Source: an optimization exercise on an open RTL-to-GDS flow (aim: small area, a short achievable clock period and few clock cycles per item). Production flows keep margins and buffers that such runs may drop.
Only simulation tests tie the RTL to the original design; equivalence was not proved.
Power is estimated from default activity; no workload was simulated.

### config.mk
export PLATFORM = sky130hd
export DESIGN_NAME = fce_tx
export DESIGN_NICKNAME = fce_tx
export VERILOG_FILES = /design/flow/design.v
export SDC_FILE = /design/flow/constraint.sdc
export NUM_CORES = 4
export LEC_CHECK = 0
export CAP_MARGIN = 10
export CORE_MARGIN = 2
export CORE_UTILIZATION = 45
export PLACE_DENSITY = 0.6
export SETUP_SLACK_MARGIN = 2.4
export SLEW_MARGIN = 10
### constraint.sdc
create_clock -name core_clock -period 6.5 [get_ports {clk}]
set_input_delay 1.3000 -clock core_clock [delete_from_list [all_inputs] [get_ports {clk}]]
set_output_delay 1.3000 -clock core_clock [all_outputs]
set_load 0.01 [all_outputs]
### design.v
module fce_tx (
    input  wire        clk,
    input  wire        rst,
    input  wire        reg_wr,
    input  wire [4:0]  reg_addr,
    input  wire [31:0] reg_wdata,
    output reg  [31:0] reg_rdata,
    output wire        busy,
    output reg         mem_en,
    output reg  [3:0]  mem_we,
    output reg  [9:0]  mem_addr,
    output reg  [31:0] mem_wdata,
    input  wire [31:0] mem_rdata
);
    localparam [7:0] OP_NOP     = 8'h00;
    localparam [7:0] OP_ETH_ADD = 8'h01;
    localparam [7:0] OP_IP_ADD  = 8'h02;
    localparam [7:0] OP_UDP_ADD = 8'h03;
    localparam [7:0] OP_TCP_ADD = 8'h04;
    localparam [7:0] OP_CSUM    = 8'h08;
    localparam [4:0] R_CMD      = 5'h00;
    localparam [4:0] R_STATUS   = 5'h01;
    localparam [4:0] R_RESULT   = 5'h02;
    localparam [4:0] R_A0       = 5'h08;
    localparam [4:0] R_A1       = 5'h09;
    localparam [4:0] R_A2       = 5'h0A;
    localparam [4:0] R_A3       = 5'h0B;
    localparam [4:0] R_A4       = 5'h0C;
    localparam [4:0] R_A5       = 5'h0D;
    localparam [4:0] R_MAC_HI   = 5'h10;
    localparam [4:0] R_MAC_LO   = 5'h11;
    localparam [4:0] R_IP_ADDR  = 5'h12;
    localparam [4:0] R_IP_IDENT = 5'h13;
    localparam [4:0] R_IP_TTL   = 5'h14;
    localparam [4:0] R_TCP_MSS  = 5'h15;
    reg [31:0] cmd_q;
    reg [2:0]  errcode;     
    reg        sticky;
    reg [15:0] result;      
    reg [31:0] a0, a1, a2, a3, a4, a5;
    reg [31:0] mac_hi;
    reg [15:0] mac_lo;
    reg [31:0] ip_addr;
    reg [15:0] ip_ident;
    reg [7:0]  ip_ttl;
    reg [15:0] tcp_mss;
    reg        run;                                
    reg        chk;                                
    reg        bad_q, lbad_q;                      
    reg        t_eth, t_ip, t_udp, t_tcp, t_csum;  
    reg        rd_act;      
    reg        rfirst;      
    reg [8:0]  maddr;       
    reg [9:0]  rrem;        
    reg [1:0]  elane;       
    reg [3:0]  mask_q;      
    reg [15:0] acc;         
    reg [2:0]  ac;          
    reg        tact;        
    reg [3:0]  ti;          
    reg        tq_v;        
    reg        ipa, ipb;    
    reg        crdy;        
    reg [2:0]  hj;          
    reg [31:0] xq;          
    reg        xw;          
    reg [23:0] gq;          
    reg [3:0]  weq;         
    reg [3:0]  ovh, ovl;    
    reg        wlast;       
    assign busy = run;
    wire        bsel = cmd_q[8];
    wire [15:0] off  = cmd_q[31:16];
    wire [1:0]  al   = cmd_q[17:16];
    wire        syn  = a4[1];
    wire [7:0]  w_op  = reg_wdata[7:0];
    wire [15:0] w_off = reg_wdata[31:16];
    wire w_nop  = (w_op == OP_NOP);
    wire w_eth  = (w_op == OP_ETH_ADD);
    wire w_ip   = (w_op == OP_IP_ADD);
    wire w_udp  = (w_op == OP_UDP_ADD);
    wire w_tcp  = (w_op == OP_TCP_ADD);
    wire w_csum = (w_op == OP_CSUM);
    wire w_legal = w_nop | w_eth | w_ip | w_udp | w_tcp | w_csum;
    wire w_rsv = w_nop  ? (reg_wdata[31:8] != 24'd0) :
                 w_csum ? (reg_wdata[15:9] != 7'd0)  :
                          (reg_wdata[15:8] != 8'd0);
    wire [4:0]  tcp_hl   = syn ? 5'd24 : 5'd20;
    wire [15:0] ip_dlen  = a1[31:16];
    wire [15:0] udp_dlen = a2[15:0];
    wire [15:0] tcp_dlen = a5[15:0];
    wire [15:0] csum_len = a1[15:0];
    wire [2:0] w_err = !w_legal ? 3'd1 :
                       w_rsv    ? 3'd2 : 3'd0;
    wire [15:0] n_len   = t_udp ? udp_dlen : t_tcp ? tcp_dlen : t_csum ? csum_len : 16'd0;
    wire [4:0]  n_h     = t_eth ? 5'd14 : t_ip ? 5'd20 : t_udp ? 5'd8 : t_tcp ? tcp_hl : 5'd0;
    wire [12:0] n_end   = {1'b0, off[11:0]} + {1'b0, n_len[11:0]} + {8'd0, n_h};
    wire        n_big   = (off[15:12] != 4'd0) || (n_len[15:12] != 4'd0);
    wire        ip_lbad = (ip_dlen > 16'd65515);
    wire        h_bad   = (off[15:12] != 4'd0) ||
                          (t_eth && (off[11:0] > 12'd2034)) ||
                          (t_ip && ((off[11:0] > 12'd2028) || ip_lbad));
    wire        c_lbad  = (t_ip & ip_lbad) | (t_udp & (udp_dlen > 16'd65527)) |
                          (t_tcp & (tcp_dlen > (syn ? 16'd65511 : 16'd65515)));
    wire        c_rbad  = n_big || (n_end > 13'd2048);
    wire        c_bad   = bad_q;
    wire [15:0] w_n     = w_udp ? udp_dlen : w_tcp ? tcp_dlen : csum_len;
    wire        w_hasrd = (w_udp | w_tcp | w_csum) && (w_n != 16'd0);
    wire [13:0] w_span  = {12'd0, w_off[1:0]} + {2'b00, w_n[11:0]} + (w_csum ? 14'h3FFB : 14'h3FFF);
    wire        w_more  = !w_span[13];                   
    wire [8:0]  w_rskip = w_udp ? 9'd2 : w_tcp ? (syn ? 9'd6 : 9'd5) : 9'd1;
    wire cmd_wr = !run && reg_wr && (reg_addr == R_CMD);
    wire [15:0] w_init = w_csum ? a0[15:0] : w_udp ? 16'd17 : w_tcp ? 16'd6 : 16'd0;
    wire        e_eth = run ? t_eth : w_eth;
    wire        e_ip  = run ? t_ip  : w_ip;
    wire        e_udp = run ? t_udp : w_udp;
    wire        e_tcp = run ? t_tcp : w_tcp;
    wire [7:0] hl_byte = syn ? 8'h60 : 8'h50;
    reg  [2:0] g_last;      
    reg  [1:0] g_elane;     
    reg  [2:0] g_c0, g_c1;  
    reg  [1:0] g_l0;        
    always @* begin
        g_elane = t_eth ? al + 2'd1 : al - 2'd1;
        g_l0    = t_tcp ? al : al + 2'd2;
        if (t_eth) begin
            g_last = (al == 2'd3) ? 3'd4 : 3'd3;
            g_c0 = 3'd7; g_c1 = 3'd7;
        end else if (t_ip) begin
            g_last = (al == 2'd0) ? 3'd4 : 3'd5;
            g_c0 = al[1] ? 3'd3 : 3'd2;
            g_c1 = (al == 2'd0) ? 3'd2 : 3'd3;
        end else if (t_udp) begin
            g_last = (al == 2'd0) ? 3'd1 : 3'd2;
            g_c0 = al[1] ? 3'd2 : 3'd1;
            g_c1 = (al == 2'd0) ? 3'd1 : 3'd2;
        end else begin
            g_last = syn ? ((al == 2'd0) ? 3'd5 : 3'd6) : ((al == 2'd0) ? 3'd4 : 3'd5);
            g_c0 = 3'd4;
            g_c1 = (al == 2'd3) ? 3'd5 : 3'd4;
        end
    end
    wire [2:0] gk      = hj + 3'd1;
    wire       n_last  = (gk == g_last);
    wire [3:0] n_we    = n_last ? (4'b1111 >> (2'd3 - g_elane)) : 4'b1111;
    wire [3:0] n_ovh   = (gk == g_c0) ? (4'b0001 << g_l0) : 4'b0000;
    wire [3:0] n_ovl   = (gk == g_c1) ? (4'b0001 << (g_l0 + 2'd1)) : 4'b0000;
    function [31:0] hgroup(input e, input i, input u, input [15:0] lf, input [2:0] g);
        begin
            hgroup = 32'd0;
            if (e) begin
                case (g)
                    3'd0: hgroup = a0;
                    3'd1: hgroup = {a1[15:0], mac_hi[31:16]};
                    3'd2: hgroup = {mac_hi[15:0], mac_lo};
                    default: hgroup = {a1[31:16], 16'h0000};
                endcase
            end else if (i) begin
                case (g)
                    3'd0: hgroup = {16'h4500, lf};
                    3'd1: hgroup = {ip_ident, 16'h0000};
                    3'd2: hgroup = {ip_ttl, a1[7:0], 16'h0000};
                    3'd3: hgroup = ip_addr;
                    default: hgroup = a0;
                endcase
            end else if (u) begin
                case (g)
                    3'd0: hgroup = {a1[15:0], a1[31:16]};
                    default: hgroup = {lf, 16'h0000};
                endcase
            end else begin
                case (g)
                    3'd0: hgroup = {a1[15:0], a1[31:16]};
                    3'd1: hgroup = a2;
                    3'd2: hgroup = a3;
                    3'd3: hgroup = {hl_byte, a4[7:0], a4[31:16]};
                    3'd4: hgroup = 32'd0;
                    default: hgroup = {16'h0204, tcp_mss};
                endcase
            end
        end
    endfunction
    function [31:0] hrot(input [55:0] w, input [1:0] a);
        begin
            case (a)
                2'd0: hrot = {w[7:0],   w[15:8],  w[23:16], w[31:24]};
                2'd1: hrot = {w[15:8],  w[23:16], w[31:24], w[39:32]};
                2'd2: hrot = {w[23:16], w[31:24], w[39:32], w[47:40]};
                default: hrot = {w[31:24], w[39:32], w[47:40], w[55:48]};
            endcase
        end
    endfunction
    wire        gsum  = run && tact && !t_ip;
    wire        g_f   = gsum && ti[3];
    wire [2:0]  hj1   = hj + 3'd1;
    wire [15:0] lenf  = e_ip  ? (ip_dlen  + 16'd20) :
                        e_udp ? (udp_dlen + 16'd8)  : (tcp_dlen + {11'd0, tcp_hl});
    wire [2:0]  e_k   = !run ? 3'd0 :
                        g_f  ? (ti[1] ? 3'd1 : ti[0] ? 3'd4 : 3'd3) :
                        gsum ? ti[2:0] : xw ? hj1 : hj;
    wire [31:0] g_cur = hgroup(e_eth && !g_f, g_f ? !ti[1] : e_ip, g_f ? ti[1] : e_udp, lenf, e_k);
    wire [31:0] term = g_cur;
    wire [3:0]  ti_glast = t_udp ? 4'd2 : (syn ? 4'd5 : 4'd4);
    wire [3:0]  ti_last  = t_tcp ? 4'd10 : 4'd9;
    wire [3:0]  ti_nx    = (ti == ti_glast) ? 4'd8 : (ti + 4'd1);
    wire [31:0] ip_ta    = {ip_ident, ip_ttl, a1[7:0]} & {32{ipb}};
    wire [31:0] term2    = (ip_addr & {32{ipa}}) | (a0 & {32{ipb}});
    wire        sw      = !off[0] && !t_ip;
    wire [31:0] term_s  = sw ? {term[23:16], term[31:24], term[7:0], term[15:8]} : term;
    wire [31:0] term_q  = (xq & {32{tq_v}}) | ip_ta;
    wire [31:0] mx = (mem_rdata & {{8{mask_q[3]}}, {8{mask_q[2]}}, {8{mask_q[1]}}, {8{mask_q[0]}}}) | term2;
    function [18:0] csa_s(input [18:0] x, input [18:0] y, input [18:0] z);
        csa_s = x ^ y ^ z;
    endfunction
    function [18:0] csa_c(input [18:0] x, input [18:0] y, input [18:0] z);
        csa_c = {((x[17:0] & y[17:0]) | (x[17:0] & z[17:0]) | (y[17:0] & z[17:0])), 1'b0};
    endfunction
    wire [18:0] o_a  = {3'd0, acc};
    wire [18:0] o_e  = {16'd0, ac};
    wire [18:0] o_th = {3'd0, term_q[31:16]};
    wire [18:0] o_tl = {3'd0, term_q[15:0]};
    wire [18:0] o_mh = {3'd0, mx[31:16]};
    wire [18:0] o_ml = {3'd0, mx[15:0]};
    wire [18:0] r_s  = csa_s(o_a, o_th, o_tl);
    wire [18:0] r_c  = csa_c(o_a, o_th, o_tl);
    wire [18:0] m_s  = csa_s(o_mh, o_ml, o_e);
    wire [18:0] m_c  = csa_c(o_mh, o_ml, o_e);
    wire [18:0] q_s  = csa_s(r_s, r_c, m_s);
    wire [18:0] q_c  = csa_c(r_s, r_c, m_s);
    wire [18:0] n_s  = csa_s(q_s, q_c, m_c);
    wire [18:0] n_c  = csa_c(q_s, q_c, m_c);
    wire [18:0] acc_n = n_s + n_c;
    wire [16:0] tot  = {1'b0, acc} + {14'd0, ac};
    wire [15:0] f2   = tot[16] ? {13'd0, tot[2:0] + 3'd1} : tot[15:0];
    wire [15:0] fold = sw ? {f2[7:0], f2[15:8]} : f2;
    wire fin = !rd_act && (mask_q == 4'b0000) && !tact && !tq_v;
    wire done_csum = t_csum && fin && !chk;    
    wire hdr_go = !t_csum && !rd_act && xw && !(tact && !t_ip) && !(chk && h_bad) && !bad_q && (((ovh | ovl) == 4'b0000) || crdy);
    wire done_hdr = hdr_go && wlast;
    wire [31:0] csum_ov;
    genvar gl;
    generate
        for (gl = 0; gl < 4; gl = gl + 1) begin : g_ov
            assign csum_ov[8*gl +: 8] = (result[15:8] & {8{ovh[gl]}}) | (result[7:0] & {8{ovl[gl]}});
        end
    endgenerate
    always @* begin
        mem_wdata = hrot({gq, xq}, al) | csum_ov;
        if (run) begin
            mem_en   = rd_act | hdr_go;
            mem_we   = rd_act ? 4'b0000 : (hdr_go ? weq : 4'b0000);
            mem_addr = {bsel & t_csum & rd_act, maddr};
        end else begin
            mem_en   = reg_wr && (reg_addr == R_CMD);
            mem_we   = 4'b0000;
            mem_addr = {reg_wdata[8], reg_wdata[26:18]};
        end
    end
    always @* begin
        case (reg_addr)
            R_CMD:      reg_rdata = cmd_q;
            R_STATUS:   reg_rdata = {23'd0, sticky, 5'd0, errcode};
            R_RESULT:   reg_rdata = {16'd0, result};
            R_A0:       reg_rdata = a0;
            R_A1:       reg_rdata = a1;
            R_A2:       reg_rdata = a2;
            R_A3:       reg_rdata = a3;
            R_A4:       reg_rdata = a4;
            R_A5:       reg_rdata = a5;
            R_MAC_HI:   reg_rdata = mac_hi;
            R_MAC_LO:   reg_rdata = {16'd0, mac_lo};
            R_IP_ADDR:  reg_rdata = ip_addr;
            R_IP_IDENT: reg_rdata = {16'd0, ip_ident};
            R_IP_TTL:   reg_rdata = {24'd0, ip_ttl};
            R_TCP_MSS:  reg_rdata = {16'd0, tcp_mss};
            default:    reg_rdata = 32'd0;
        endcase
    end
    always @(posedge clk) begin
        if (rst) begin
            cmd_q    <= 32'd0;
            errcode  <= 3'd0;
            sticky   <= 1'b0;
            result   <= 16'd0;
            a0       <= 32'd0;
            a1       <= 32'd0;
            a2       <= 32'd0;
            a3       <= 32'd0;
            a4       <= 32'd0;
            a5       <= 32'd0;
            mac_hi   <= 32'd0;
            mac_lo   <= 16'd0;
            ip_addr  <= 32'd0;
            ip_ident <= 16'd0;
            ip_ttl   <= 8'h40;
            tcp_mss  <= 16'h05B4;
            run      <= 1'b0;
        end else if (!run) begin
            if (reg_wr) begin
                case (reg_addr)
                    R_CMD: begin
                        cmd_q <= reg_wdata;
                        if (w_err != 3'd0) begin
                            errcode <= w_err;
                            sticky  <= 1'b1;
                            result  <= 16'd0;
                        end else begin
                            errcode <= 3'd0;
                            result  <= 16'd0;
                            run     <= !w_nop;
                        end
                    end
                    R_STATUS:   if (reg_wdata[8]) sticky <= 1'b0;
                    R_A0:       a0 <= reg_wdata;
                    R_A1:       a1 <= reg_wdata;
                    R_A2:       a2 <= reg_wdata;
                    R_A3:       a3 <= reg_wdata;
                    R_A4:       a4 <= reg_wdata;
                    R_A5:       a5 <= reg_wdata;
                    R_MAC_HI:   mac_hi <= reg_wdata;
                    R_MAC_LO:   mac_lo <= reg_wdata[15:0];
                    R_IP_ADDR:  ip_addr <= reg_wdata;
                    R_IP_IDENT: ip_ident <= reg_wdata[15:0];
                    R_IP_TTL:   ip_ttl <= reg_wdata[7:0];
                    R_TCP_MSS:  tcp_mss <= reg_wdata[15:0];
                    default: ;
                endcase
            end
        end else begin
            if (c_bad) begin
                errcode <= lbad_q ? 3'd4 : 3'd3;
                sticky  <= 1'b1;
            end
            if (c_bad || done_csum || done_hdr)
                run <= 1'b0;
            if (c_bad)
                result <= 16'd0;
            else if (done_csum)
                result <= fold;
            else if (done_hdr)
                result <= t_eth ? 16'd14 : t_ip ? 16'd20 : t_udp ? 16'd8 : {11'd0, tcp_hl};
            else if (fin && !crdy)
                result <= ~fold;     
            if (done_hdr && t_ip)
                ip_ident <= ip_ident + 16'd1;
        end
    end
    always @(posedge clk) begin
        ipa <= cmd_wr && w_ip && (w_err == 3'd0);
        ipb <= ipa;
        if (cmd_wr) begin
            t_eth  <= w_eth;
            t_ip   <= w_ip;
            t_udp  <= w_udp;
            t_tcp  <= w_tcp;
            t_csum <= w_csum;
            chk    <= !w_nop;
            bad_q  <= 1'b0;
            rrem   <= w_span[11:2];
            elane  <= w_span[1:0];
            if (w_csum) begin
                rd_act <= w_hasrd && w_more;
                rfirst <= 1'b0;
                mask_q <= w_hasrd ? ((4'b1111 << w_off[1:0]) &
                                     (w_more ? 4'b1111 : (4'b1111 >> (2'd3 - w_span[1:0]))))
                                  : 4'b0000;
            end else begin
                rd_act <= w_hasrd;
                rfirst <= 1'b1;
                mask_q <= 4'b0000;
            end
            maddr  <= w_off[10:2] + (w_hasrd ? w_rskip : 9'd0);
            acc    <= w_off[0] ? w_init : {w_init[7:0], w_init[15:8]};
            ac     <= 3'd0;
            tact   <= !w_eth && !w_csum;
            tq_v   <= w_ip;
            ti     <= w_ip ? 4'd8 : 4'd0;
            crdy   <= 1'b0;
            hj     <= 3'd0;
            xq     <= g_cur;
            xw     <= 1'b1;
            weq    <= 4'b1111 << w_off[1:0];
            ovh    <= 4'b0000;
            ovl    <= 4'b0000;
            wlast  <= 1'b0;
        end else begin
            chk <= 1'b0;
            bad_q  <= chk && (c_lbad || c_rbad);
            lbad_q <= c_lbad;
            if (rd_act) begin
                maddr  <= (rrem == 10'd0) ? off[10:2] : (maddr + 9'd1);
                rrem   <= rrem - 10'd1;
                rfirst <= 1'b0;
                mask_q <= (rfirst ? (4'b1111 << al) : 4'b1111) &
                          ((rrem == 10'd0) ? (4'b1111 >> (2'd3 - elane)) : 4'b1111);
                if (rrem == 10'd0)
                    rd_act <= 1'b0;
            end else begin
                mask_q <= 4'b0000;
            end
            {ac, acc} <= acc_n;
            tq_v   <= tact && !t_ip;
            if (tact) begin
                ti <= ti_nx;
                if (ti == ti_last)
                    tact <= 1'b0;
            end
            if (fin)
                crdy <= 1'b1;
            if (tact && !t_ip) begin
                xq <= term_s;
                xw <= 1'b0;
            end else if (!xw) begin
                xq <= g_cur;
                xw <= 1'b1;
            end else if (hdr_go) begin
                hj    <= hj1;
                maddr <= maddr + 9'd1;
                xq    <= g_cur;
                gq    <= xq[23:0];
                weq   <= n_we;
                ovh   <= n_ovh;
                ovl   <= n_ovl;
                wlast <= n_last;
            end
        end
    end
endmodule
### run.sh
#!/bin/bash
# synth_recipe.tcl (not shown) runs the flow's synth.tcl, then flattens the netlist and writes it again
# the make line also repeats each setting of config.mk as NAME=value (left out here)
make -C /OpenROAD-flow-scripts/flow DESIGN_CONFIG=/design/flow/config.mk WORK_HOME=/design/flow/orfs CLKGATE_MAP_FILE= SYNTH_SCRIPT=/design/flow/synth_recipe.tcl finish
==> metrics.md, run 1 <==
| Metric | Value |
|---|---|
| Status | `complete, no violations` |
| Sw Share | `0.312` |
| Area leader, netlist | `dfxtp_1` |
| Mapped Area | `0.0331 mm2` |
| Synth Warn # | `1` |
| Pin count of the biggest net entering global routing | `132` |
| Die area | `0.0758 mm2` |
| Routed wire length | `205000 um` |
| Period minus WS final | `4710 ps` |
| Vias in the first global route | `34.6k` |
| Root Buffer | `clkbuf_16` |
| Avg Cell Area, Syn | `7.73 um2` |
| CTS H-tree lvls | `2` |
| Area taken by multi-input logic gates | `0.0220 mm2` |
| HPWL after detailed placement | `140000 um` |
| Die Ht | `275 um` |
| Vias/cell | `7.08` |
| Fin crit share | `0.725` |
| Routed Antenna Nets | `0` |
| Syn nets | `4511` |
| Crit end category | `flop` |
| Max-Cap Viols | `0` |
| Clk sinks | `501` |
| Number of antenna violations at the first check in global routing | `22` |
| FILL cells | `6747` |
| CTS tree | `done` |
| Leakage | `0.0157 uW` |
| DRC viols | `0` |
| Pre-antenna DRT Iters | `10` |
| Via count | `39.2k` |
| #FFs+latches synth | `501` |
| Fin Setup TNS | `0 ps` |
| Layout Skew | `23.0 ps` |
| Final hold violation count | `0` |
| Routability Congestion | `1.11` |
| CP max FO | `2` |
| Util after Layout | `0.581` |
| # IOs | `152` |
| Pint | `5860 uW` |
| Placement Rows | `99` |
| Core area | `0.0730 mm2` |
| CP Class | `in -> reg` |
| Final Net Count | `4732` |
| Synth Flop Type | `dfxtp_1` |
| Worst slack, placed | `773 ps` |
| # port buffers | `151` |
| CTS max path bufs | `3` |
| Min-Delay Path Class | `reg -> reg` |
| Total power per unit cell area | `201 mW/mm2` |
| WL/cell | `37.0 um` |
| Endpoints failing setup | `0` |
| Worst-Skew Late Latency | `670 ps` |
| Initial Util | `0.454` |
| Max-slew violation count | `0` |
| Rel. slew slack | `0.0769` |
| Sequence of cells on the critical path | `buf_6, a222oi_1, inv_1, fa_1, inv_2, fa_2, inv_2, fa_2, ha_4, inv_2, fa_2, nor2b_2, o21ai_2, a21boi_2, o211ai_1, a21oi_2, nand3b_1, nand3_1, nor3b_1` |
| Number of synthesized flops with an enable pin | `83` |
| Main area contributors after synthesis | `dfxtp_1, nand2_1, a21oi_1` |
| Mapped Cells | `4287` |
| Share of layout cells above drive strength 1 | `0.201` |
| Slew @ Worst Pin | `1380 ps` |
| Crit path launch type | `primary input` |
| FMAX | `212 MHz` |
| Syn-to-layout area delta | `27.9%` |
| Asr flop ratio synth | `0` |
| Critical path arrival | `5230 ps` |
| Yosys top cell area share | `0.253` |
| Crit-path max cell delay | `550 ps` |
| Switch Pwr | `2660 uW` |
| Worst-path clk slew | `60 ps` |
| First-pass GRT wire length | `274000 um` |
| All-Layer GR Usage | `0.515` |
| Reg area | `0.0109 mm2` |
| Crit path buf inv count | `5` |
| Critical Path RT | `7020 ps` |
| Die Wd | `275 um` |
| Clk pwr share | `0.406` |
| Comb pwr share | `0.184` |
| RSZ-0062 raised after global routing | `true` |
| Initial DRC count | `7631` |
| CP top delay family | `adder cells` |
| Total clock buffers created by CTS | `59` |
| Sequential fraction of the synthesis area | `0.328` |
| Reg power frac | `0.410` |
| Max VDD drop | `0.225 mV` |
| Post-route setup slack | `1790 ps` |
| GR Overflow Total | `0` |
| Synth cell types | `88` |
| Slowest stage cell, crit path | `fa_2` |
-- tightest hold or removal path, delay by kind of cell (launching register included) --
family / cells / cell delay [ps]
AOI/OAI and AO/OA: 1 / 50
and+or+nand+nor: 1 / 50
DFF: 1 / 320
-- layer usage --
| layer | share of wire | global-route usage | up-vias |
|---|---|---|---|
| met5 | 0.0018 | 0.00313 | - |
| met4 | 0.098 | 0.390 | 20 |
| met3 | 0.15 | 0.197 | 1020 |
| met2 | 0.38 | 0.702 | 3540 |
| met1 | 0.36 | 0.653 | 18700 |
| li1 | - | - | 15900 |
-- state kept, by name, summed over array words and instances (netlist names), 4 cells and up --
register	count
mac_lo	16
ip_addr	32
a5	32
ovh	4
mask_q	4
ti	4
weq	4
ovl	4
tcp_mss	16
result	16
ip_ident	16
a2	32
a4	32
ip_ttl	8
a1	32
cmd_q	32
acc	16
a3	32
maddr	9
a0	32
gq	24
mac_hi	32
rrem	10
xq	32
-- cell type report --
cell class,count,area share
flip-flops and latches,501,0.257
repair buffers,546,0.130
multi-input cells,3193,0.519
clock buffers,86,0.0391
clock inverters,24,0.00653
well taps,959,0.0283
inverters,207,0.0187
diodes,19,0.00112
-- cells in the mapped netlist (18+ instances only) --
library cell,number
and3_1,22
o21ai_0,149
a221oi_1,74
buf_1,19
a221o_1,42
o211ai_1,22
a22oi_1,119
mux2_2,29
nand4_1,33
xor2_1,38
and2_1,23
mux2i_1,114
dfxtp_1,418
nor2_1,190
o22ai_1,38
nand2_1,914
fa_1,60
nor4_1,23
a31oi_1,20
a222oi_1,93
xnor2_1,65
a211oi_1,36
inv_1,205
edfxtp_1,83
nor3_1,56
a22o_1,50
nand2b_1,18
a21oi_1,507
clkbuf_1,353
ha_1,92
nand3_1,95
a21o_1,35
-- per-stage QoR --
stage | hold WS (ps) | instances | area [um2] | power [uW]
floorplan | 383 | 4287 | 33300 | 4320
CTS | 461 | 5458 | 40800 | 8320
detailed placement | 449 | 5170 | 35900 | 4850
global placement | 444 | 5170 | 35900 | 4840
finish | 468 | 5535 | 42400 | 8530
global route | 481 | 5517 | 42300 | 8710
-- layout by cell type, fill, tap and decap left out, drive strengths merged, types with 92 or more instances in the layout --
master  instances
a21oi         509
a222oi         93
a22oi         119
buf           441
clkbuf        103
dfxtp         418
ha             92
inv           211
mux2i         114
nand2         914
nand3          95
nor2          192
o21ai         157
-- power groups by stage --
stage               registers [uW]  clock network (uW)  logic (uW)
global placement              3550                   0        1290
detailed placement            3550                   0        1300
floorplan                     3420                   0         901
global route                  3500                3550        1660
CTS                           3480                3430        1400
finish                        3500                3460        1570
-- what timing repair did --
item / CTS / global route
pin swaps: 161 / 176
cloned: 15 / 4
endpoints found under the setup margin: 168 / 129
resized for setup: 602 / 240
setup buffers: 163 / 54
hold buffers: 0 / 0
endpoints found under the hold margin: 0 / 0
-- worst paths after layout --
check	slack, ps	end	depth (start not counted)	from
worst max register to register	1800	ac[0]	19	ipa
worst min register to register	470	a5[17]	2	a5[17]
worst max-delay path	1790	ac[0]	19	mem_rdata[2]
worst min-delay path	470	a5[17]	2	a5[17]
-- kinds of logic (layout without fill, tap and decap cells) --
kind of cell	after synthesis	after routing	synth area share
compound gates	1341	1342	0.273
xor+xnor	103	103	0.0272
fa+ha+maj	152	152	0.0710
buf+inv	596	863	0.0684
flops	501	501	0.328
mux	144	144	0.0450
other cells	0	19	0
simple gates	1450	1452	0.187
Testbench counts, summed over its fixed seeds: cycles 40,519, commands 908.
==> inputs of run 2 (changes only) <==
--- a/config.mk
+++ b/config.mk
@@ -7,3 +7,3 @@
 export LEC_CHECK = 0
-export CAP_MARGIN = 10
+export CAP_MARGIN = 20
 export CORE_MARGIN = 2
@@ -12,2 +12,2 @@
 export SETUP_SLACK_MARGIN = 2.4
-export SLEW_MARGIN = 10
+export SLEW_MARGIN = 20
==> run 2 against run 1 <==
Effect of this change: clock power barely moved; combinational power is essentially flat; count of clock-buffer cells in the layout stayed put; clock skew about the same; power barely moved; die area unchanged; hold slack lost 0.88 ps; non-clock buffer count is 4 lower; fmax rose by 0.11%; register-to-register slack hardly changed; critical path type unchanged; largest cell class unchanged.
==> metrics.md, run 2 <==
| Metric | Value |
|---|---|
| Status | `complete, no violations` |
| Die Ht | `275 um (unchanged)` |
| Syn nets | `4511 (unchanged)` |
| # IOs | `152 (unchanged)` |
| First-pass GRT wire length | `274000 um (unchanged)` |
| Area leader, netlist | `dfxtp_1` |
| Placement Rows | `99 (unchanged)` |
| CP Class | `in -> reg` |
| Mapped Cells | `4287 (unchanged)` |
| Sequence of cells on the critical path | `buf_2, a222oi_1, inv_1, fa_1, inv_2, fa_2, inv_2, fa_2, ha_4, inv_2, fa_2, nor2b_2, o21ai_2, a21boi_2, o211ai_1, a21oi_2, nand3b_1, nand3_1, nor3b_1` |
| Final hold violation count | `0 (unchanged)` |
| Main combinational cell family by area after synthesis | `compound AO/OA/AOI/OAI gates` |
| Critical path arrival | `5230 ps (about the same)` |
| Die Wd | `275 um (unchanged)` |
| Layout Skew | `22.9 ps (-0.0281 ps)` |
| Post-Synth Simple-Gate Area | `0.187 (unchanged)` |
| Routed Antenna Nets | `0 (unchanged)` |
| Worst-Skew Late Latency | `680 ps (about the same)` |
| Via count | `39.2k (+0.18%)` |
| Max-Cap Viols | `0 (unchanged)` |
| Synth Warn # | `1 (unchanged)` |
| Cell with the most instances after synthesis | `nand2_1` |
| Sequential fraction of the synthesis area | `0.328 (unchanged)` |
| Avg Cell Area, Syn | `7.73 um2 (unchanged)` |
| Asr flop ratio synth | `0 (unchanged)` |
| # port buffers | `151 (unchanged)` |
| Max VDD drop | `0.226 mV (+0.47%)` |
| XOR/XNOR Fraction of Synth Area | `0.0272 (unchanged)` |
| CTS max path bufs | `3 (unchanged)` |
| Routed wire length | `204000 um (-0.18%)` |
| Crit path launch type | `primary input` |
| Area taken by multi-input logic gates | `0.0220 mm2 (about the same)` |
| Reg area | `0.0109 mm2 (unchanged)` |
| Commonest non-fill, non-tap cell in the layout | `nand2_1` |
| Period minus WS final | `4700 ps (-5.16 ps)` |
| Endpoints failing setup | `0 (unchanged)` |
| Leading cell types by count after synthesis | `nand2_1, a21oi_1, dfxtp_1` |
| Leakage | `0.0157 uW (-0.18%)` |
| Rel. slew slack | `0.215 (+0.138)` |
| HPWL after detailed placement | `140000 um (unchanged)` |
| RSZ-0062 raised after global routing | `true` |
| Total power per unit cell area | `202 mW/mm2 (+0.19%)` |
| Max-slew violation count | `0 (unchanged)` |
| Vias/cell | `7.10 (+0.36%)` |
| Main area contributors after synthesis | `dfxtp_1, nand2_1, a21oi_1` |
| GR Overflow Total | `0 (unchanged)` |
| Initial DRC count | `7584 (-0.62%)` |
| Routability Congestion | `1.11 (unchanged)` |
| Number of antenna violations at the first check in global routing | `20 (-9.1%)` |
| Synth cell types | `88 (unchanged)` |
| Total clock buffers created by CTS | `59 (unchanged)` |
| Slew @ Worst Pin | `1180 ps (-203 ps)` |
| Worst slack, placed | `773 ps (unchanged)` |
| Compound-Gate Fraction of Synth Area | `0.273 (unchanged)` |
| Fin Setup TNS | `0 ps (unchanged)` |
| CTS H-tree lvls | `2 (unchanged)` |
| WL/cell | `37.0 um (about the same)` |
| Fin crit share | `0.724 (-0.000794)` |
| # hold bufs at CTS | `0 (unchanged)` |
| Root Buffer | `clkbuf_16` |
| DRC viols | `0 (unchanged)` |
| Share of layout cells above drive strength 1 | `0.200 (-0.000922)` |
| Synth Flop Type | `dfxtp_1` |
| Hold_ws | `467 ps (-0.881 ps)` |
| FMAX | `213 MHz (+0.11%)` |
| All-Layer GR Usage | `0.515 (unchanged)` |
| Min-Delay Path Class | `reg -> reg` |
| Post-route setup slack | `1800 ps (+5.16 ps)` |
| Vias in the first global route | `34.6k (unchanged)` |
| Crit-path max cell delay | `560 ps (about the same)` |
| Number of synthesized flops with an enable pin | `83 (unchanged)` |
| Mapped Area | `0.0331 mm2 (unchanged)` |
| Worst-path clk slew | `60 ps (about the same)` |
| Slowest stage cell, crit path | `fa_2` |
| CP max FO | `2 (unchanged)` |
| Adder-cell share of the synthesized area | `0.0710 (unchanged)` |
| FILL cells | `6756 (+0.13%)` |
| Pin count of the biggest net entering global routing | `132 (unchanged)` |
| Pre-antenna DRT Iters | `14 (+4)` |
| Post-synthesis mux area share | `0.0450 (unchanged)` |
| Final Net Count | `4728 (-0.085%)` |
| Clk sinks | `501 (unchanged)` |
| Crit end category | `flop` |
| Syn-to-layout area delta | `27.7%` |
| Yosys top cell area share | `0.253 (unchanged)` |
| Most frequent cells in the layout | `nand2_1, a21oi_1, dfxtp_1` |
| CTS tree | `done` |
| Critical Path RT | `7020 ps (about the same)` |
| Die area | `0.0758 mm2 (unchanged)` |
| Initial Util | `0.454 (unchanged)` |
| Core area | `0.0730 mm2 (unchanged)` |
| #FFs+latches synth | `501 (unchanged)` |
## run 2: what timing repair did
action / in CTS / in global routing
gates resized for setup: 602 / 235
endpoints found under the setup margin: 168 / 129
pin swaps: 161 / 175
gates cloned: 15 / 4
buffers inserted: 163 / 49
## run 2: worst max-delay path, delay by kind of cell
kind	cells	cell delay (ps)
buf+inv	5	370
compound gates	5	910
fa+ha+maj	5	2160
simple gates	4	500
## run 2: layout make-up
class | count | area share
multi-input cells | 3193 | 0.519
flip-flops and latches | 501 | 0.258
repair buffers | 542 | 0.129
clock buffers | 86 | 0.0392
well taps | 959 | 0.0284
inverters | 207 | 0.0188
clock inverters | 24 | 0.00654
diodes | 13 | 0.000769
## run 2: power breakdown
| group | switching (uW) | internal (uW) | total [uW] |
|---|---|---|---|
| Clock | 1500 | 1970 | 3460 |
| Sequential | 227 | 3270 | 3500 |
| Combinational | 941 | 624 | 1570 |
| Total | 2670 | 5860 | 8530 |
## run 2: cell families (layout without fill, tap and decap cells)
family | count (synthesis) | count (layout)
buffers and inverters | 596 | 859
adders and majority gates | 152 | 152
muxes | 144 | 144
AOI/OAI and AO/OA | 1341 | 1342
other | 0 | 13
and+or+nand+nor | 1450 | 1452
DFF | 501 | 501
xor gates and xnor gates | 103 | 103
## run 2: final timing paths
check / from / to / slack [ps] / depth (start not counted)
min: a5[26] / a5[26] / 470 / 2
min reg2reg: a5[26] / a5[26] / 470 / 2
max reg2reg: ipa / ac[0] / 1800 / 19
max: mem_rdata[18] / ac[0] / 1800 / 19
## run 2: stage by stage
stage | total power, uW | util | instances | area (um2)
floorplan | 4320 | - | 4287 | 33300
global placement | 4840 | 0.492 | 5170 | 35900
detailed placement | 4850 | 0.492 | 5170 | 35900
CTS | 8320 | 0.560 | 5458 | 40800
global route | 8710 | 0.579 | 5513 | 42300
finish | 8530 | 0.580 | 5525 | 42300
## run 2: per-layer routing
layer  global-route usage  part of all wire  routed length [um]
met1                0.653              0.36               73200
met2                0.702              0.39               78900
met3                0.197              0.16               32200
met4                0.390             0.097               19900
met5              0.00313            0.0014                 291
==> inputs of run 3 (changes only) <==
--- a/config.mk
+++ b/config.mk
@@ -11,3 +11,3 @@
 export PLACE_DENSITY = 0.6
-export SETUP_SLACK_MARGIN = 2.4
+export SETUP_SLACK_MARGIN = 2.3
 export SLEW_MARGIN = 20
==> run 3 against run 2 <==
Effect of this change: critical endpoint unchanged; still clean on timing, DRC and antenna; routed wire length up 1.8%; worst setup slack improved by 50 ps; clock power is essentially flat; via count about the same; fmax grew 1.1%; first-iteration DRC count decreased by 1.5%; highest routed layer unchanged; core utilization down 0.23 points.
==> metrics.md, run 3 <==
| Metric | Value |
|---|---|
| #FFs+latches synth | `501 (unchanged)` |
| Synth cell types | `88 (unchanged)` |
| Critical path arrival | `5180 ps (-50 ps)` |
| Crit path buf inv count | `5 (unchanged)` |
| RSZ-0062 raised after global routing | `true` |
| Root Buffer | `clkbuf_16` |
| Initial DRC count | `7467 (-1.5%)` |
| Pin count of the biggest net entering global routing | `160 (+21%)` |
| Slowest stage cell, crit path | `a222oi_1` |
| Slew @ Worst Pin | `1210 ps (+38.3 ps)` |
| Via count | `39.2k (-0.0051%)` |
| FILL cells | `6780 (+0.36%)` |
| Mapped Area | `0.0331 mm2 (unchanged)` |
| Syn nets | `4511 (unchanged)` |
| Hold_ws | `460 ps (-7.09 ps)` |
| Asr flop ratio synth | `0 (unchanged)` |
| All-Layer GR Usage | `0.531 (+0.0158)` |
| Synth Warn # | `1 (unchanged)` |
| Vias/cell | `7.08 (-0.37%)` |
| CP max FO | `2 (unchanged)` |
| Routability Congestion | `1.08 (-3.0%)` |
| Reg2Reg Capture Point | `ac[0]` |
| Clk sinks | `501 (unchanged)` |
| Routed Antenna Nets | `0 (unchanged)` |
| Avg Cell Area, Syn | `7.73 um2 (unchanged)` |
| Share of layout cells above drive strength 1 | `0.199 (-0.00114)` |
| Min-Delay Path Class | `reg -> reg` |
| # port buffers | `151 (unchanged)` |
| Cell with the most instances after synthesis | `nand2_1` |
| Number of antenna violations at the first check in global routing | `19 (-5.0%)` |
| Mapped Cells | `4287 (unchanged)` |
| Synth Flop Type | `dfxtp_1` |
| Endpoints failing setup | `0 (unchanged)` |
| CP Class | `in -> reg` |
| CTS max path bufs | `3 (unchanged)` |
| Sequence of cells on the critical path | `dlygate4sd2_1, a222oi_1, inv_1, fa_1, ha_1, inv_1, fa_2, inv_2, ha_4, inv_2, fa_2, nor2b_1, o21ai_1, a21boi_1, o211ai_1, a21oi_2, nand3b_1, nand3_1, nor3b_2` |
| WL/cell | `37.5 um (+1.4%)` |
| GR Overflow Total | `0 (unchanged)` |
| Layout Skew | `37.8 ps (+14.9 ps)` |
| Worst R2R Setup Slack | `1870 ps (+70 ps)` |
| Number of synthesized flops with an enable pin | `83 (unchanged)` |
| Max VDD drop | `0.255 mV (+13%)` |
| Most frequent cells in the layout | `nand2_1, a21oi_1, dfxtp_1` |
| Total clock buffers created by CTS | `57 (-3.4%)` |
| Die Wd | `275 um (unchanged)` |
| Vias in the first global route | `35.2k (+1.7%)` |
| Rel. slew slack | `0.191 (-0.0247)` |
| Crit-path max cell delay | `590 ps (+30 ps)` |
| Final hold violation count | `0 (unchanged)` |
| CTS tree | `done` |
| Crit path launch type | `primary input` |
| CP top delay family | `adder cells` |
| CTS H-tree lvls | `2 (unchanged)` |
| Total power per unit cell area | `202 mW/mm2 (+0.13%)` |
| Dpl cells | `5179 (+0.17%)` |
| Critical R2R Launch | `mask_q[2]` |
| Status | `complete, no violations` |
| Leakage | `0.0158 uW (+0.59%)` |
| CP Launch Point | `mem_rdata[16]` |
| Initial Util | `0.454 (unchanged)` |
| Final Net Count | `4749 (+0.44%)` |
| First-pass GRT wire length | `282000 um (+2.9%)` |
| HPWL after detailed placement | `142000 um (+1.4%)` |
| Commonest non-fill, non-tap cell in the layout | `nand2_1` |
| Max-slew violation count | `0 (unchanged)` |
| FMAX | `215 MHz (+1.1%)` |
| Reg2Reg Depth | `18 (-1)` |
| Hold Path Cell Cnt | `2 (unchanged)` |
| Crit end category | `flop` |
| Pre-antenna DRT Iters | `13 (-1)` |
| Fin Setup TNS | `0 ps (unchanged)` |
| Area leader, netlist | `dfxtp_1` |
| Reg area | `0.0109 mm2 (about the same)` |
| Layout Cells excl Fill | `5545 (+0.36%)` |
| Yosys top cell area share | `0.253 (unchanged)` |
| Critical Path RT | `7020 ps (about the same)` |
| Routed wire length | `208000 um (+1.8%)` |
| Area taken by multi-input logic gates | `0.0217 mm2 (-1.2%)` |
| Syn-to-layout area delta | `27.2%` |
| CP Capture Point | `ac[0]` |
| Core area | `0.0730 mm2 (unchanged)` |
| Die Ht | `275 um (unchanged)` |
| Worst-Skew Late Latency | `670 ps (about the same)` |
| Die area | `0.0758 mm2 (unchanged)` |
| Max-Cap Viols | `0 (unchanged)` |
| Worst-path clk slew | `60 ps (about the same)` |
| Main area contributors after synthesis | `dfxtp_1, nand2_1, a21oi_1` |
| Cell count along the critical path | `19 (unchanged)` |
| Leading cell types by count after synthesis | `nand2_1, a21oi_1, dfxtp_1` |
| Fin crit share | `0.716 (-0.00763)` |
| # IOs | `152 (unchanged)` |
| Period minus WS final | `4660 ps (-49.6 ps)` |
| Sequential fraction of the synthesis area | `0.328 (unchanged)` |
| DRC viols | `0 (unchanged)` |
| Placement Rows | `99 (unchanged)` |
==> run 3: cell types whose count changed in the layout (fill, tap and decap cells not counted), moves of 5 or more <==
| cell | delta |
|---|---|
| dlygate4sd2_1 | +18 |
| and2_1 | -7 |
| clkdlybuf4s50_1 | -10 |
| a221oi_2 | -5 |
| clkdlybuf4s15_1 | -11 |
| buf_4 | +26 |
| a221oi_1 | +12 |
| and2_2 | +5 |
| a221oi_4 | -7 |
==> run 3: worst reg2reg max path: cells and delay by family (launching register included) <==
family | cells | cell delay, ps
flip-flops | 1 | 570
adder cells (fa/ha/maj) | 5 | 2090
AND/OR/NAND/NOR | 4 | 520
AO/OA/AOI/OAI | 5 | 1090
buffers and inverters | 4 | 230
==> run 3: cell families (layout without fill, tap and decap cells) <==
kind of cell | Yosys count | count (layout) | share of synthesized area
AND/OR/NAND/NOR | 1450 | 1454 | 0.187
AO/OA/AOI/OAI | 1341 | 1341 | 0.273
buffers and inverters | 596 | 879 | 0.0684
flip-flops | 501 | 501 | 0.328
adder cells (fa/ha/maj) | 152 | 152 | 0.0710
multiplexers | 144 | 144 | 0.0450
XOR/XNOR | 103 | 103 | 0.0272
other | 0 | 12 | 0
==> run 3: cell type report <==
type / instances / area share
inverters: 207 / 0.0188
clock inverters: 21 / 0.00573
flip-flops and latches: 501 / 0.259
repair buffers: 564 / 0.132
well taps: 959 / 0.0285
diodes: 12 / 0.000713
clock buffers: 87 / 0.0399
multi-input cells: 3194 / 0.515
==> run 3: worst min-delay path by stage <==
stage,from,end,slack [ps]
after floorplan,ipa,ipb,380
after global placement,cmd_q[21],cmd_q[21],440
after detailed placement,a4[13],a4[13],450
after CTS,a4[13],a4[13],460
after global routing,a5[19],a5[19],480
final,a4[13],a4[13],460
==> run 3: per-stage QoR <==
step	utilization	cell area, um2	power, uW	setup WS, ps
global route	0.577	42100	8690	1640
floorplan	-	33300	4320	1460
detailed placement	0.494	36000	4830	703
finish	0.577	42100	8510	1850
global placement	0.494	36000	4830	707
CTS	0.560	40800	8320	1850
==> run 3: timing repair <==
item                                    CTS  global route
endpoints found under the hold margin     0             0
pin swaps                               147           149
endpoints found under the setup margin  163           111
resized for setup                       543           206
buffers inserted                        167            62
cloned                                   14             3
hold buffers                              0             0
==> run 3: per-layer routing <==
layer,global-route usage,part of all wire,vias up
met2,0.722,0.38,3483
li1,-,-,16000
met3,0.221,0.16,993
met1,0.666,0.36,18800
met4,0.396,0.098,20
met5,0.00125,0.0016,-
==> run 3: power breakdown <==
part	internal (uW)	switching (uW)	total [uW]
clock	1940	1500	3450
sequential	3270	215	3490
combinational	648	925	1570
total	5860	2640	8510
==> inputs of run 4 (changes only) <==
--- a/config.mk
+++ b/config.mk
@@ -7,2 +7,3 @@
 export LEC_CHECK = 0
+export ABC_AREA = 1
 export CAP_MARGIN = 20
@@ -11,3 +12,3 @@
 export PLACE_DENSITY = 0.6
-export SETUP_SLACK_MARGIN = 2.3
+export SETUP_SLACK_MARGIN = 2.6
 export SLEW_MARGIN = 20
==> run 4 against run 3 <==
Effect of this change: core utilization grew 2.3 points; fmax is 4.6% higher; sequential share of layout area shrank 1.4 points; sequential power up 16%; critical endpoint is now reg_rdata[8].
==> metrics.md, run 4 <==
| Metric | Value |
|---|---|
| Status | `complete, no violations` |
| Total clock buffers created by CTS | `58 (+1.8%)` |
| Slowest stage cell, crit path | `a221oi_4` |
| Routed wire length | `210000 um (+0.68%)` |
| CP Class | `in -> out` |
| Worst-Skew Late Latency | `690 ps (+20 ps)` |
| Worst-path clk slew | `60 ps (about the same)` |
| CTS H-tree lvls | `2 (unchanged)` |
| Syn nets | `5203 (+15%)` |
| HPWL after detailed placement | `148000 um (+4.4%)` |
| Total power per unit cell area | `305 mW/mm2 (+51%)` |
| # IOs | `152 (unchanged)` |
| Synth cell types | `62 (-30%)` |
| Number of antenna violations at the first check in global routing | `15 (-4)` |
| # port buffers | `151 (unchanged)` |
| Die Ht | `277 um (+0.70%)` |
| Layout Skew | `38.8 ps (+0.939 ps)` |
| Synth Flop Type | `dfxtp_1` |
| Mapped Cells | `4979 (+16%)` |
| All-Layer GR Usage | `0.521 (-0.00989)` |
| Crit end category | `output port` |
| DRC viols | `0 (unchanged)` |
| Mapped Area | `0.0336 mm2 (+1.4%)` |
| Die Wd | `277 um (+0.70%)` |
| Share of layout cells above drive strength 1 | `0.209 (+0.0106)` |
| Crit-path max cell delay | `600 ps (about the same)` |
| # hold bufs at CTS | `0 (unchanged)` |
| Fin crit share | `0.685 (-0.0316)` |
| Commonest non-fill, non-tap cell in the layout | `nand2_1` |
| Yosys top cell area share | `0.249 (-0.00353)` |
| Placement Rows | `100 (+1.0%)` |
| Asr flop ratio synth | `0 (unchanged)` |
| Vias/cell | `6.61 (-6.6%)` |
| Syn-to-layout area delta | `32.7%` |
| CTS tree | `done` |
| Dpl cells | `5896 (+14%)` |
| Initial DRC count | `6769 (-9.3%)` |
| CTS max path bufs | `3 (unchanged)` |
| Avg Cell Area, Syn | `6.75 um2 (-13%)` |
| Initial Util | `0.453 (-0.00125)` |
| Sequential fraction of the synthesis area | `0.323 (-0.00458)` |
| CP top delay family | `buffers and inverters` |
| Pin count of the biggest net entering global routing | `102 (-36%)` |
| Critical path arrival | `3150 ps (-2030 ps)` |
| Vias in the first global route | `37.0k (+5.1%)` |
| Layout Cells excl Fill | `6320 (+14%)` |
| Endpoints failing setup | `0 (unchanged)` |
| FMAX | `225 MHz (+4.6%)` |
| GR Overflow Total | `0 (unchanged)` |
| Main area contributors after synthesis | `dfxtp_1, nand2_1, o21ai_0` |
| #FFs+latches synth | `501 (unchanged)` |
| Crit path buf inv count | `7 (+2)` |
| Crit path launch type | `primary input` |
| Root Buffer | `clkbuf_16` |
| Fin Setup TNS | `0 ps (unchanged)` |
| Max-slew violation count | `0 (unchanged)` |
| Via count | `41.8k (+6.4%)` |
| Die area | `0.0769 mm2 (+1.4%)` |
| Most frequent cells in the layout | `nand2_1, o21ai_0, inv_1` |
| Sequence of cells on the critical path | `buf_12, clkinv_8, nor2_4, inv_2, buf_6, nor2_4, buf_6, buf_8, a221oi_4, nand4_1, buf_2` |
| First-pass GRT wire length | `285000 um (+1.1%)` |
| Core area | `0.0742 mm2 (+1.7%)` |
| WL/cell | `33.2 um (-12%)` |
| Routability Congestion | `1.17 (+8.4%)` |
| Period minus WS final | `4450 ps (-206 ps)` |
| Critical Path RT | `5200 ps (-1820 ps)` |
| Min-Delay Path Class | `reg -> reg` |
| Cell with the most instances after synthesis | `nand2_1` |
| Rel. slew slack | `0.176 (-0.0142)` |
| Max VDD drop | `0.293 mV (+15%)` |
| Max-Cap Viols | `0 (unchanged)` |
| Clk sinks | `501 (unchanged)` |
| Routed Antenna Nets | `0 (unchanged)` |
| Slew @ Worst Pin | `1230 ps (+11.2 ps)` |
| RSZ-0062 raised after global routing | `true` |
| CP max FO | `6 (+4)` |
| Pre-antenna DRT Iters | `10 (-3)` |
| Leading cell types by count after synthesis | `nand2_1, o21ai_0, inv_1` |
| Area leader, netlist | `dfxtp_1` |
| Final Net Count | `5517 (+16%)` |
| Synth Warn # | `1 (unchanged)` |
| Number of synthesized flops with an enable pin | `83 (unchanged)` |
| Final hold violation count | `0 (unchanged)` |
| Worst R2R Setup Slack | `2060 ps (+190 ps)` |
| Leakage | `0.0183 uW (+16%)` |
==> run 4: cell count changes in the layout (fill, tap and decap cells not counted), moves of 43 or more <==
cell,delta
o21ai_0,+402
nand3_1,+160
nand2_1,+141
nor2_1,+132
inv_1,+259
xnor2_1,-47
a222oi_1,-93
mux2i_1,-112
a22oi_1,-100
o22ai_1,+60
a22o_1,-43
==> run 4: stage by stage <==
stage	utilization	setup WS, ps	instance area [um2]	power (uW)	hold WS [ps]
CTS	0.573	2210	42500	12600	477
floorplan	-	1820	33900	6740	384
global placement	0.489	754	36300	8190	459
global route	0.600	1950	44600	14100	506
detailed placement	0.490	735	36300	8210	467
finish	0.601	2050	44600	13600	485
==> run 4: kinds of logic after synthesis <==
kind of cell | synth area share
AOI/OAI and AO/OA | 0.243
xor gates and xnor gates | 0.0185
adders and majority gates | 0.0700
buffers and inverters | 0.102
DFF | 0.323
muxes | 0.000298
and+or+nand+nor | 0.243
==> run 4: power by group <==
| group | total, uW | internal (uW) | switching [uW] | leakage (uW) |
|---|---|---|---|---|
| clock network | 3640 | 2120 | 1520 | 0.000999 |
| logic | 5910 | 2490 | 3420 | 0.0130 |
| registers | 4050 | 3600 | 457 | 0.00422 |
| total | 13600 | 8210 | 5400 | 0.0183 |
==> run 4: final timing paths <==
| kind | depth (start not counted) | end | start |
|---|---|---|---|
| setup reg to reg | 22 | acc[14] | a1[2] |
| setup / recovery | 11 | reg_rdata[8] | reg_addr[0] |
| hold / removal | 2 | result[1] | result[1] |
| hold reg to reg | 2 | result[1] | result[1] |
==> run 4: layout make-up <==
class,instances,area (um2)
diodes,10,25.0
clock buffers,78,1630
clock inverters,30,438
fillers,6931,29600
inverters,563,2370
multi-input cells,3607,22300
flip-flops and latches,501,10900
well taps,969,1210
repair buffers,555,5630
repair inverters,7,73.8
==> run 4: layer usage <==
metal	track usage	up-vias	part of all wire
met5	0.0113	-	0.0011
met4	0.428	14	0.11
met3	0.224	1048	0.16
met2	0.705	3641	0.38
met1	0.635	19500	0.35
li1	-	17500	-
==> run 4: worst register-to-register path, stage by stage, from the launching register on <==
cell and delay (ps):
dfxtp_2 410, clkinvlp_4 320, o21ai_1 230, inv_1 80
fa_1 520, fa_1 560, inv_1 50, fa_1 530
ha_4 160, inv_2 40, fa_2 370, inv_2 80
nand3_2 60, nand2_2 80, nand2_2 60, nand2_2 90
a21oi_4 80, o21ai_2 160, a21oi_2 90, o21ai_2 140
nand2_1 70, nand2_1 60, o22ai_1 80
==> run 4: what timing repair did <==
action	4_1_cts	5_1_grt
resized for setup	817	341
setup buffers	204	82
pin swaps	144	183
setup endpoints to repair	151	132
gates cloned	16	4
==> inputs of run 5 (changes only) <==
--- a/config.mk
+++ b/config.mk
@@ -12,3 +12,3 @@
 export PLACE_DENSITY = 0.6
-export SETUP_SLACK_MARGIN = 2.6
+export SETUP_SLACK_MARGIN = 1.8
 export SLEW_MARGIN = 20
==> run 5 against run 4 <==
Effect of this change: still clean on timing, DRC and antenna; first-iteration DRC count rose by 0.16%; count of clock-buffer cells in the layout did not move; hold slack got worse by 17 ps; area after synthesis unchanged; sequential power barely moved; global-route usage shrank 2.9 points; sequential share of layout area increased by 3.0 points; die area did not move; fmax shrank 5.4%; core utilization down 6.7 points; register-to-register slack worse by 200 ps; largest cell class unchanged.
==> metrics.md, run 5 <==
| Metric | Value |
|---|---|
| Status | `complete, no violations` |
| FMAX | `213 MHz (-5.4%)` |
| Area leader, netlist | `dfxtp_1` |
| Die Ht | `277 um (unchanged)` |
| M1 wire length | `72700 um (-1.5%)` |
| Initial DRC count | `6780 (+0.16%)` |
| Routed wire length | `195000 um (-6.9%)` |
| First-pass GRT wire length | `270000 um (-5.0%)` |
| Core area | `0.0742 mm2 (unchanged)` |
| DRC viols | `0 (unchanged)` |
| All-Layer GR Usage | `0.492 (-0.0293)` |
| Endpoints failing setup | `0 (unchanged)` |
| Die area | `0.0769 mm2 (unchanged)` |
| Sequential fraction of the synthesis area | `0.323 (unchanged)` |
| # IOs | `152 (unchanged)` |
| Routed Antenna Nets | `0 (unchanged)` |
| Synth Warn # | `1 (unchanged)` |
| Main area contributors after synthesis | `dfxtp_1, nand2_1, o21ai_0` |
| Pre-antenna DRT Iters | `9 (-1)` |
| Worst-path clk slew | `60 ps (about the same)` |
| Synth Flop Type | `dfxtp_1` |
| Fin Setup TNS | `0 ps (unchanged)` |
| Max VDD drop | `0.201 mV (-31%)` |
| Placement Rows | `100 (unchanged)` |
| Mapped Cells | `4979 (unchanged)` |
| Syn-to-layout area delta | `17.8%` |
| Yosys top cell area share | `0.249 (unchanged)` |
| CTS tree | `done` |
| Post-route setup slack | `1800 ps (-253 ps)` |
| Via count | `39.1k (-6.3%)` |
| Slew @ Worst Pin | `1110 ps (-115 ps)` |
| Fin crit share | `0.723 (+0.0389)` |
| Vias in the first global route | `35.5k (-4.2%)` |
| Clk sinks | `501 (unchanged)` |
| Critical Path RT | `5200 ps (about the same)` |
| CTS H-tree lvls | `2 (unchanged)` |
| Vias/cell | `6.43 (-2.7%)` |
| Rel. slew slack | `0.259 (+0.0826)` |
| GR Overflow Total | `0 (unchanged)` |
| Leading cell types by count after synthesis | `nand2_1, o21ai_0, inv_1` |
| Hold_ws | `469 ps (-16.6 ps)` |
| Final Net Count | `5292 (-4.1%)` |
| Root Buffer | `clkbuf_16` |
| Commonest non-fill, non-tap cell in the layout | `nand2_1` |
| Syn nets | `5203 (unchanged)` |
| Number of synthesized flops with an enable pin | `83 (unchanged)` |
| Period minus WS final | `4700 ps (+253 ps)` |
| Worst-Skew Late Latency | `660 ps (-30 ps)` |
| CP max FO | `5 (-1)` |
| Top layer reached by signal wires | `met5` |
| WL/cell | `32.1 um (-3.3%)` |
| Leakage | `0.0163 uW (-11%)` |
| RSZ-0062 raised after global routing | `true` |
| Routability Congestion | `1.09 (-6.4%)` |
| Max-Cap Viols | `0 (unchanged)` |
| Pin count of the biggest net entering global routing | `116 (+14%)` |
| Max-slew violation count | `0 (unchanged)` |
| Crit end category | `output port` |
| Synth cell types | `62 (unchanged)` |
| Layout Skew | `26.3 ps (-12.4 ps)` |
| Die Wd | `277 um (unchanged)` |
| Most frequent cells in the layout | `nand2_1, o21ai_0, inv_1` |
| Total power per unit cell area | `305 mW/mm2 (about the same)` |
| Worst slack, placed | `450 ps (-285 ps)` |
| #FFs+latches synth | `501 (unchanged)` |
| WL met3 | `28400 um (-14%)` |
| Crit path launch type | `primary input` |
| Share of layout cells above drive strength 1 | `0.102 (-0.107)` |
| Final hold violation count | `0 (unchanged)` |
| Avg Cell Area, Syn | `6.75 um2 (unchanged)` |
| Initial Util | `0.453 (unchanged)` |
| Cell with the most instances after synthesis | `nand2_1` |
| CP Class | `in -> out` |
| CTS max path bufs | `3 (unchanged)` |
| HPWL after detailed placement | `147000 um (-0.80%)` |
| Min-Delay Path Class | `reg -> reg` |
| FILL cells | `7499 (+8.2%)` |
| Number of antenna violations at the first check in global routing | `16 (+1)` |
| Detail Route met2 WL | `76400 um (-4.0%)` |
| Critical path arrival | `3400 ps (+250 ps)` |
| Asr flop ratio synth | `0 (unchanged)` |
| Total clock buffers created by CTS | `58 (unchanged)` |
| Mapped Area | `0.0336 mm2 (unchanged)` |
| # port buffers | `151 (unchanged)` |
run 5: final timing paths:
path               startpoint            to  slack (ps)  cells past startpoint
setup / recovery  reg_addr[1]  reg_rdata[1]        1800                     11
hold / removal      result[1]     result[1]         470                      2
setup reg to reg        a1[4]       acc[15]        1860                     16
hold reg to reg     result[1]     result[1]         470                      2
run 5: where the power goes:
part / internal (uW) / total (uW) / switching [uW]
registers: 3600 / 4030 / 428
clock network: 2140 / 3650 / 1520
logic: 1670 / 4410 / 2740
run 5: layout make-up:
type                       count  area (um2)  share of cell area
clock inverter                31         364             0.00920
clock buffer                  78        1720              0.0435
sequential                   501       10900               0.275
antenna                        3        7.51            0.000190
multi-input combinational   3608       20100               0.508
timing repair buffer         333        3070              0.0776
inverter                     563        2190              0.0553
tap                          969        1210              0.0306
timing repair inverter         3        23.8            0.000601
run 5: layer usage:
layer | GRT usage | vias up
met3 | 0.173 | 709
met5 | 0 | -
met1 | 0.627 | 18300
met2 | 0.690 | 3084
met4 | 0.344 | 13
li1 | - | 17000
run 5: cell families after synthesis:
| group | Yosys count | synth area share |
|---|---|---|
| DFF | 501 | 0.323 |
| AOI/OAI and AO/OA | 1455 | 0.243 |
| buffers and inverters | 871 | 0.102 |
| muxes | 1 | 0.000298 |
| adders and majority gates | 152 | 0.0700 |
| xor gates and xnor gates | 71 | 0.0185 |
| and+or+nand+nor | 1928 | 0.243 |
run 5: what timing repair did:
item,in CTS,in global routing
cloned,4,1
buffers inserted,30,19
pin swaps,45,42
hold buffers,0,0
gates resized for setup,217,69
endpoints found under the setup margin,82,61
hold endpoints to repair,0,0
run 5: through the flow:
step	cell area (um2)	total power [uW]	utilization	cells
after floorplan	33600	6690	-	4979
final	39600	12100	0.533	6089
after global routing	39600	12600	0.533	6087
after detailed placement	36200	8140	0.488	5921
after CTS	39200	11900	0.528	6064
after global placement	36200	8140	0.488	5921
run 5: critical path, cell delays in order:
cell and delay, ps:
dlygate4sd2_1 290, inv_1 100, nor2_2 180, inv_2 90, nor2_4 170, clkinvlp_4 220, buf_4 230, o21ai_2 170
nor4_1 80, nand3_1 240, dlygate4sd2_1 310
==> inputs of run 6 (changes only) <==
--- a/config.mk
+++ b/config.mk
@@ -12,3 +12,3 @@
 export PLACE_DENSITY = 0.6
-export SETUP_SLACK_MARGIN = 1.8
+export SETUP_SLACK_MARGIN = 2.4
 export SLEW_MARGIN = 20
==> run 6 against run 5 <==
Effect of this change: critical path type unchanged; core utilization grew 5.3 points; still clean on timing, DRC and antenna; fmax is 8.0% higher; final cell count up 3.1%; sequential cell count unchanged; power rose by 10%; hold slack better by 3.5 ps; routed wire length increased by 5.9%; critical endpoint is now reg_rdata[2]; largest power group unchanged; sequential power hardly changed.
==> metrics.md, run 6 <==
| Metric | Value |
|---|---|
| Routability Congestion | `1.13 (+3.2%)` |
| Root Buffer | `clkbuf_16` |
| # IOs | `152 (unchanged)` |
| Slew @ Worst Pin | `1270 ps (+157 ps)` |
| Commonest non-fill, non-tap cell in the layout | `nand2_1` |
| Mapped Area | `0.0336 mm2 (unchanged)` |
| Crit path launch type | `primary input` |
| Top Usage Layer GRT | `met2` |
| Critical path arrival | `3060 ps (-340 ps)` |
| WL/cell | `32.9 um (+2.6%)` |
| Overall power | `13300 uW (+10%)` |
| Crit end category | `output port` |
| # port buffers | `151 (unchanged)` |
| Worst-Skew Late Latency | `660 ps (about the same)` |
| Total power per unit cell area | `307 mW/mm2 (+0.43%)` |
| FMAX | `230 MHz (+8.0%)` |
| Main area contributors after synthesis | `dfxtp_1, nand2_1, o21ai_0` |
| Final Net Count | `5475 (+3.5%)` |
| Synth Flop Type | `dfxtp_1` |
| Vias/cell | `6.50 (+1.2%)` |
| Die Wd | `277 um (unchanged)` |
| Syn nets | `5203 (unchanged)` |
| #FFs+latches synth | `501 (unchanged)` |
| DRC viols | `0 (unchanged)` |
| All-Layer GR Usage | `0.517 (+0.0253)` |
| Mapped Cells | `4979 (unchanged)` |
| Layout Skew | `22.1 ps (-4.18 ps)` |
| Syn-to-layout area delta | `29.5%` |
| First-pass GRT wire length | `282000 um (+4.2%)` |
| Leading cell types by count after synthesis | `nand2_1, o21ai_0, inv_1` |
| CTS max path bufs | `3 (unchanged)` |
| Worst slack, placed | `670 ps (+220 ps)` |
| Rel. slew slack | `0.152 (-0.107)` |
| Sequential fraction of the synthesis area | `0.323 (unchanged)` |
| CP max FO | `7 (+2)` |
| Period minus WS final | `4360 ps (-347 ps)` |
| Initial Util | `0.453 (unchanged)` |
| Max VDD drop | `0.293 mV (+46%)` |
| Worst-path clk slew | `60 ps (about the same)` |
| Most frequent cells in the layout | `nand2_1, o21ai_0, inv_1` |
| Met1 usage | `0.650 (+0.0227)` |
| Share of layout cells above drive strength 1 | `0.194 (+0.0916)` |
| Area leader, netlist | `dfxtp_1` |
| Synth cell types | `62 (unchanged)` |
| Critical Path RT | `5200 ps (about the same)` |
| Fin Setup TNS | `0 ps (unchanged)` |
| Final hold violation count | `0 (unchanged)` |
| GR Overflow Total | `0 (unchanged)` |
| Min-Delay Path Class | `reg -> reg` |
| Cell with the most instances after synthesis | `nand2_1` |
| Initial DRC count | `6707 (-1.1%)` |
| Yosys top cell area share | `0.249 (unchanged)` |
| HPWL after detailed placement | `150000 um (+2.5%)` |
| CTS H-tree lvls | `2 (unchanged)` |
| Status | `complete, no violations` |
| CP Class | `in -> out` |
| Via count | `40.8k (+4.4%)` |
| Leakage | `0.0177 uW (+8.4%)` |
| Number of synthesized flops with an enable pin | `83 (unchanged)` |
| FILL cells | `7050 (-6.0%)` |
| Number of antenna violations at the first check in global routing | `16 (unchanged)` |
| Pin count of the biggest net entering global routing | `139 (+20%)` |
| Fin crit share | `0.670 (-0.0534)` |
| Total clock buffers created by CTS | `59 (+1.7%)` |
| Endpoints failing setup | `0 (unchanged)` |
| Synth Warn # | `1 (unchanged)` |
| Die Ht | `277 um (unchanged)` |
| Max-slew violation count | `0 (unchanged)` |
| Util after Layout | `0.586 (+0.0530)` |
| Routed wire length | `207000 um (+5.9%)` |
| CTS tree | `done` |
| RSZ-0062 raised after global routing | `true` |
| Core area | `0.0742 mm2 (unchanged)` |
| GRT met3 Usage | `0.200 (+0.0264)` |
| Die area | `0.0769 mm2 (unchanged)` |
| Placement Rows | `100 (unchanged)` |
| Met2 Usage GRT | `0.706 (+0.0163)` |
| Max-Cap Viols | `0 (unchanged)` |
| Pre-antenna DRT Iters | `7 (-2)` |
| Routed Antenna Nets | `0 (unchanged)` |
| Post-route setup slack | `2140 ps (+347 ps)` |
| Vias in the first global route | `36.4k (+2.7%)` |
| Avg Cell Area, Syn | `6.75 um2 (unchanged)` |
| Asr flop ratio synth | `0 (unchanged)` |
| Clk sinks | `501 (unchanged)` |
## run 6: logic make-up after synthesis
group / after synthesis / synth area share
flops: 501 / 0.323
mux: 1 / 0.000298
fa+ha+maj: 152 / 0.0700
buf+inv: 871 / 0.102
simple gates: 1928 / 0.243
compound gates: 1455 / 0.243
xor+xnor: 71 / 0.0185
## run 6: power breakdown
part	internal [uW]	switching, uW	leakage (uW)	total, uW
sequential	3600	443	0.00422	4040
clock	1990	1520	0.000981	3510
combinational	2470	3330	0.0125	5800
## run 6: repair_timing
item | 4_1_cts | 5_1_grt
hold buffers | 0 | 0
resized for setup | 722 | 267
buffers inserted | 161 | 74
pin swaps | 171 | 117
hold endpoints to repair | 0 | 0
setup endpoints to repair | 150 | 100
gates cloned | 12 | 1
## run 6: path summary, 6_finish.rpt
| kind | from | endpoint | slack [ps] | cells after the start |
|---|---|---|---|---|
| worst min-delay path | result[1] | result[1] | 470 | 2 |
| worst max-delay path | reg_addr[3] | reg_rdata[2] | 2140 | 11 |
| worst min register to register | result[1] | result[1] | 470 | 2 |
| worst max register to register | a1[5] | acc[12] | 2190 | 19 |
## run 6: metal layers
metal	routed length [um]	up-vias	share of wire
met5	123	-	0.00060
met1	75000	19100	0.36
li1	-	17400	-
met3	31100	930	0.15
met2	79600	3397	0.39
met4	20700	14	0.10
## run 6: cell type report
class,instances,area [um2],share of cell area
inverters,563,2300,0.0530
clock buffers,73,1640,0.0377
repair inverters,4,42.5,0.000978
multi-input cells,3607,21900,0.504
well taps,969,1210,0.0279
clock inverters,37,354,0.00814
diodes,11,27.5,0.000633
repair buffers,515,5110,0.117
flip-flops and latches,501,10900,0.251
## run 6: worst max-delay path: stages
cell and delay (ps):
buf_12 110, nor2_4 150, nand2_4 90, buf_6 130, nor2_4 240, clkinvlp_4 180
buf_12 180, o22ai_4 150, a2111oi_2 60, nand4_1 250, buf_2 190
## run 6: stage by stage
stage | std cells | hold slack, ps | cell area (um2)
floorplan | 4979 | 384 | 33900
global placement | 5910 | 457 | 36400
detailed placement | 5910 | 458 | 36400
CTS | 6193 | 468 | 41800
global route | 6271 | 485 | 43500
finish | 6280 | 472 | 43500

port drivers added, routing unchanged:
The flow's constraints put no driver on any port. The routed layouts listed below were extracted and timed again, unchanged, in two steps. Step 1: set_driving_cell puts a clkbuf_16 on clk and a buf_2 on each other input, an assumption about the parent block. Step 2 times the ports against the registers' clock, not the clock port: input delays grow and output delays shrink by t, the midpoint of the rising clock arrivals with the driver on. Slacks: ideal ports / drivers / drivers and shift; pairs: ideal ports / drivers.
run | t, ns | slack for setup (ns) | worst setup path after step 2 | latest minus earliest clock arrival (ns) | cell pins on the clock port's net
run 1 | 0.734 | 1.790 / 1.798 / 1.097 | input to register | 0.027 / 0.027 | 1
run 2 | 0.739 | 1.795 / 1.797 / 1.107 | input to register | 0.024 / 0.024 | 1
run 3 | 0.722 | 1.845 / 1.827 / 1.173 | input to register | 0.047 / 0.047 | 1
run 4 | 0.744 | 2.051 / 1.987 / 1.357 | input to register | 0.039 / 0.039 | 1
run 5 | 0.718 | 1.798 / 1.772 / 1.217 | input to register | 0.029 / 0.029 | 1
run 6 | 0.718 | 2.144 / 2.097 / 1.487 | input to register | 0.023 / 0.022 | 1
After both steps every run listed still meets setup and hold. For run 4, which loses most, drivers alone change the setup slack by -0.064 ns; drivers and shift together by -0.694 ns.
